Context: an optimization exercise on an open-source flow, tuned for small area, a short achievable clock period and few clock cycles per item. The choices shown serve that exercise and are no tape-out recipe. Only simulation tests tie the RTL to the original design; equivalence was not proved. No activity file was given, so power comes from the tool's default toggle rates.

// qb3_core
module qb3_core (
    input  wire        clk,
    input  wire        rst,
    input  wire        req_valid,
    output reg         req_ready,
    input  wire [31:0] req_word,
    output reg         rsp_valid,
    input  wire        rsp_ready,
    output reg  [31:0] rsp_word0,
    output reg  [31:0] rsp_word1
);
    wire [1:0]  bwc;
    qb3_bwchk u_bwchk (.req(req_word), .bwc(bwc));
    wire [26:0] req_c = {req_word[31:28] & {4{~|req_word[18:17]}},
                         req_word[27:24], bwc, req_word[16:0]};
    reg  [26:0] in_q;        
    reg         in_v;
    reg  [26:0] sk_q;        
    reg         sk_v;
    wire [31:0] next_word0, next_word1;
    qb3_respond u_respond (
        .req   ({in_q[26:19], 5'd0, 2'b00, in_q[16:0]}),
        .bwc   (in_q[18:17]),
        .word0 (next_word0),
        .word1 (next_word1)
    );
    wire out_free = !rsp_valid || rsp_ready;      
    wire in_free  = !in_v || out_free;            
    wire take     = req_valid && req_ready;
    always @(posedge clk) begin
        if (in_free)
            in_q <= sk_v ? sk_q : req_c;
        if (!sk_v)
            sk_q <= req_c;
        if (out_free) begin
            rsp_word0 <= next_word0;
            rsp_word1 <= next_word1;
        end
    end
    wire in_v_n = in_free ? (sk_v || take) : in_v;
    wire sk_v_n = sk_v ? !in_free : (take && !in_free);
    always @(posedge clk) begin
        if (rst) begin
            in_v      <= 1'b0;
            sk_v      <= 1'b0;
            rsp_valid <= 1'b0;
            req_ready <= 1'b1;
        end else begin
            in_v      <= in_v_n;
            sk_v      <= sk_v_n;
            if (out_free)
                rsp_valid <= in_v;
            req_ready <= !sk_v_n;
        end
    end
endmodule
For scale: roughly 1300 cells after synthesis, ~89 flip-flops, about 0.0083 mm2 of cells after synthesis.
==> flow/config.mk <==
export PLATFORM = sky130hd
export DESIGN_NAME = qb3_core
export DESIGN_NICKNAME = qb3_core
export VERILOG_FILES = /design/flow/design.v
export SDC_FILE = /design/flow/constraint.sdc
export NUM_CORES = 4
export LEC_CHECK = 0
export ABC_AREA = 1
export CAP_MARGIN = 20
export CORE_MARGIN = 2
export CORE_UTILIZATION = 30
export PLACE_DENSITY = 0.5
export SLEW_MARGIN = 20
==> flow/constraint.sdc <==
create_clock -name core_clock -period 11.0 [get_ports {clk}]
set_input_delay 2.2000 -clock core_clock [delete_from_list [all_inputs] [get_ports {clk}]]
set_output_delay 2.2000 -clock core_clock [all_outputs]
set_load 0.01 [all_outputs]
standard.sh (not shown) runs the stock make flow with config.mk's settings and CLKGATE_MAP_FILE= SYNTH_SCRIPT=/design/flow/synth_recipe.tcl, a recipe that flattens the netlist after the stock synthesis.
==> flow/flow/run.sh <==
#!/bin/bash
# Layout flow: the standard flow, unchanged synthesis, then the
# standard ORFS steps with port buffers of a plain buffer cell and a
# setup target tighter than the clock, so repair_timing works on the
# critical paths. Each step's output goes to its own log here.
set -euo pipefail
MARGIN=${MARGIN:-7.6}
bash standard.sh synth > synth.log 2>&1
bash standard.sh \
    "BUFFER_PORTS_ARGS=-buffer_cell sky130_fd_sc_hd__buf_2" \
    "SETUP_SLACK_MARGIN=$MARGIN" \
    "MATCH_CELL_FOOTPRINT=0" \
    finish > layout.log 2>&1
The starting point completed with no timing, DRC or antenna violations.
Testbench counts at the start, summed over its fixed seeds: cycles 32,016, items 32,000.
Next try:
--- a/flow/flow/run.sh
+++ b/flow/flow/run.sh
@@ -5,5 +5,5 @@
 # critical paths. Each step's output goes to its own log here.
 set -euo pipefail
-MARGIN=${MARGIN:-7.6}
+MARGIN=${MARGIN:-7.75}
 bash standard.sh synth > synth.log 2>&1
 bash standard.sh \
CORE_UTILIZATION = 45   (was 30)
GPL_TIMING_DRIVEN = 1   (was not set)
PLACE_DENSITY = 0.65   (was 0.5)
The changed run went through all stages and came out clean; synthesized cell count stays the same; via count rose by 4.4%; wire length fell by 6.4%; clock-buffer cell count fell by 2; final area rose by 2.4%.

## run D
Starting RTL as in the previous note.
Settings: LEC_CHECK=0, ABC_AREA=1, CAP_MARGIN=20, CORE_MARGIN=2, CORE_UTILIZATION=45, GPL_TIMING_DRIVEN=1, PLACE_DENSITY=0.65, SLEW_MARGIN=65; clock period 11.0 ns.
==> flow/flow/run.sh <==
#!/bin/bash
# Layout flow: the standard flow, unchanged synthesis, then the
# standard ORFS steps with port buffers of a plain buffer cell and a
# setup target tighter than the clock, so repair_timing works on the
# critical paths. Each step's output goes to its own log here.
set -euo pipefail
MARGIN=${MARGIN:-7.7}
bash standard.sh synth > synth.log 2>&1
bash standard.sh \
    "BUFFER_PORTS_ARGS=-buffer_cell sky130_fd_sc_hd__buf_2" \
    "SETUP_SLACK_MARGIN=$MARGIN" \
    "MATCH_CELL_FOOTPRINT=0" \
    finish > layout.log 2>&1
Run D did not stop at any stage, and its layout met the timing, DRC and antenna checks.
Testbench counts of run D, summed over its fixed seeds: cycles 32,016, items 32,000.
Changes in run B relative to run D:
diff --git a/flow/flow/run.sh b/flow/flow/run.sh
--- a/flow/flow/run.sh
+++ b/flow/flow/run.sh
@@ -6,3 +6,3 @@
 set -euo pipefail
-MARGIN=${MARGIN:-7.7}
+MARGIN=${MARGIN:-7.45}
 bash standard.sh synth > synth.log 2>&1
diff --git a/flow/config.mk b/flow/config.mk
--- a/flow/config.mk
+++ b/flow/config.mk
@@ -13,2 +13,2 @@
 export PLACE_DENSITY = 0.65
-export SLEW_MARGIN = 65
+export SLEW_MARGIN = 20
### Flow results
Timing, DRC, antenna: 0 failures across run B and run D
Against run D, run B comes in about 2.8% higher on routed length on met3.
Final setup violation count came out exactly the same in run B and run D.
Taking run D as the reference, in run B non-clock inverter instance count of the final layout shows an increase of 1, critical path depth shows an increase of 8, global-route usage shows an increase of 1.7 points.
Changes observed in run B relative to run D: summed area of non-filler cells in the final layout down 4.7%, total placed instance area decreased 120 um^2, total number of vias fell by 242, data required time of the worst path shows an increase of 0.13 ns.
Run B vs. run D: power went down by 2.2%.

Setup of job 1989:
qb3_core, a different RTL version from the one above (not shown whole).
Size: ~1300 cells after synthesis, about 99 flip-flops, roughly 100 I/O pins.
export LEC_CHECK = 0
export ABC_CLOCK_PERIOD_IN_PS = 2500
export CAP_MARGIN = 20
export CORE_MARGIN = 2
export CORE_UTILIZATION = 30
export PLACE_DENSITY = 0.5
export SLEW_MARGIN = 20
create_clock -name core_clock -period 11.0 [get_ports {clk}]
run.sh (not shown) runs the stock make flow with config.mk's settings and CLKGATE_MAP_FILE= SYNTH_SCRIPT=/design/flow/synth_recipe.tcl, a recipe that flattens the netlist after the stock synthesis.
Stock flow here: none of the scripts above is used.
Testbench counts of job 1989, summed over its fixed seeds: cycles 32,016, items 32,000.
Changes in job 9390 relative to job 1989:
Settings: removing ABC_CLOCK_PERIOD_IN_PS (formerly 2500).
==> flow/flow/run.sh (new file) <==
#!/bin/bash
# Layout flow: the standard flow, unchanged synthesis, then the
# standard ORFS steps with port buffers of a plain buffer cell and a
# setup target tighter than the clock, so repair_timing works on the
# critical paths. Each step's output goes to its own log here.
set -euo pipefail
MARGIN=${MARGIN:-7.5}
bash standard.sh synth > synth.log 2>&1
bash standard.sh \
    "BUFFER_PORTS_ARGS=-buffer_cell sky130_fd_sc_hd__buf_2" \
    "SETUP_SLACK_MARGIN=$MARGIN" \
    "MATCH_CELL_FOOTPRINT=0" \
    finish > layout.log 2>&1
==> flow/standard.sh (new file) <==
#!/bin/bash
# synth_recipe.tcl (not shown) runs the flow's synth.tcl, then flattens the netlist and writes it again
# the make line also repeats each setting of config.mk as NAME=value (left out here)
make -C /OpenROAD-flow-scripts/flow DESIGN_CONFIG=/design/flow/config.mk WORK_HOME=/design/flow/orfs CLKGATE_MAP_FILE= SYNTH_SCRIPT=/design/flow/synth_recipe.tcl "${@:-finish}"
removed: flow/run.sh
==> comparison <==
Looking at peak supply drop, job 9390 sits 3.4% lower than job 1989 does. Lower time the worst path needs with I/O delays and setup was reported by job 9390, not job 1989. Changes observed in job 9390 relative to job 1989: utilization +4.0 points; combinational cell fraction of total power shows an increase of 5.1 points; global-route usage saw an increase; cell area after layout now larger. Compared job 1989 against job 9390; required arrival time at the worst endpoint within noise. Die boundary height: job 1989 vs job 9390 identical. Of job 9390 and job 1989, it is job 9390 that has the lower post-route fraction of the period consumed by the critical path. Of the two candidates, job 1989 has the better global-route wire length before repair and job 9390 the worse one. Total power delta for job 9390 relative to job 1989: about 10% higher.
For job 3114, these inputs were changed with respect to job 9390:
Settings: SETUP_SLACK_MARGIN now 5, previously not set.
==> flow/run.sh (new file) <==
#!/bin/bash
# synth_recipe.tcl (not shown) runs the flow's synth.tcl, then flattens the netlist and writes it again
# the make line also repeats each setting of config.mk as NAME=value (left out here)
make -C /OpenROAD-flow-scripts/flow DESIGN_CONFIG=/design/flow/config.mk WORK_HOME=/design/flow/orfs CLKGATE_MAP_FILE= SYNTH_SCRIPT=/design/flow/synth_recipe.tcl finish
removed: flow/flow/run.sh
removed: flow/standard.sh
Notes after the runs:
Worst setup slack ended up 74 ps lower on job 3114 than on job 9390. Status: x dimension of the die parity (job 9390, job 3114). Of job 3114 and job 9390, it is job 3114 that has the lower count of vias placed by the detailed router. Job 3114 reports a higher number of global-route vias before repair than job 9390 does. Commonest non-fill, non-tap cell in the layout: sky130_fd_sc_hd__nor2_1 -> job 3114, sky130_fd_sc_hd__buf_4 -> job 9390. NOTE: period utilization in job 3114 exceeds that of job 9390. The lower fraction of power consumed by sequential logic came out of job 9390. Summary of the comparison: fraction of standard cell area that is sequential is higher in job 3114, relative to job 9390. Compared with job 9390, job 3114 shows a lower global-route usage.
Edits applied to the flow inputs when going from job 3114 to job 9334:
Settings: SETUP_SLACK_MARGIN removed (was 5).
Results
Job 9334 ended up with a higher sequential cell area share than job 3114 did.
Job 9334 -> job 3114: synthesized cell count flat
Against job 3114 as the reference, job 9334 delivers a lower critical path depth.
Count of max-cap constraint violations came out exactly the same in job 3114 and job 9334.
Job 9334 against job 3114; leakage power is down by a little under 10%.
On remaining design rule violation count, job 3114 and job 9334 are neck and neck.
Compared with job 3114, in job 9334 combinational group share of total power decreased by 3.6 points relative to the old numbers, worst slew margin relative to its limit increased by 5.6 points relative to the old numbers.
Job 9334 vs job 3114 on routed wire length: job 9334 is the lower one.
Final period utilization was higher in job 9334 than in job 3114.

[what the ideal ports hide]
The flow's constraints put no driver on any port. The routed layouts listed below were extracted and timed again, unchanged, in two steps.
Step 1: set_driving_cell puts a clkbuf_16 on clk and a buf_2 on each other input, an assumption about the parent block.
Step 2 moves the port delays by t, midway between the first and last clock arrival at a register: inputs arrive t later, outputs are due t later. That takes back most of the time a late clock gives input paths.
Slacks: no drivers / after step 1 / after step 2; pairs: no drivers / after step 1.
| run | t (ns) | setup WS [ns] | latest minus earliest clock arrival (ns) | pins driven straight from the clock port |
|---|---|---|---|---|
| the first run of note 1 | 0.399 | 7.630 / 7.630 / 7.290 | 0.015 / 0.015 | 1 |
| the second run of note 1 | 0.414 | 7.758 / 7.712 / 7.391 | 0.016 / 0.016 | 1 |
| run D | 0.401 | 7.750 / 7.729 / 7.370 | 0.011 / 0.011 | 1 |
| run B | 0.407 | 7.533 / 7.533 / 7.249 | 0.016 / 0.016 | 1 |
| job 1989 | 0.450 | 3.332 / 3.332 / 3.332 | 0.022 / 0.022 | 1 |
| job 9390 | 0.444 | 5.083 / 5.083 / 5.083 | 0.017 / 0.017 | 1 |
| job 3114 | 0.443 | 5.009 / 5.009 / 5.009 | 0.021 / 0.021 | 1 |
| job 9334 | 0.450 | 3.332 / 3.332 / 3.332 | 0.022 / 0.022 | 1 |
After both steps setup and hold are still met in every run listed. The setup slack of run D, which loses most, moves by -0.021 ns with the drivers and by -0.380 ns with both steps.
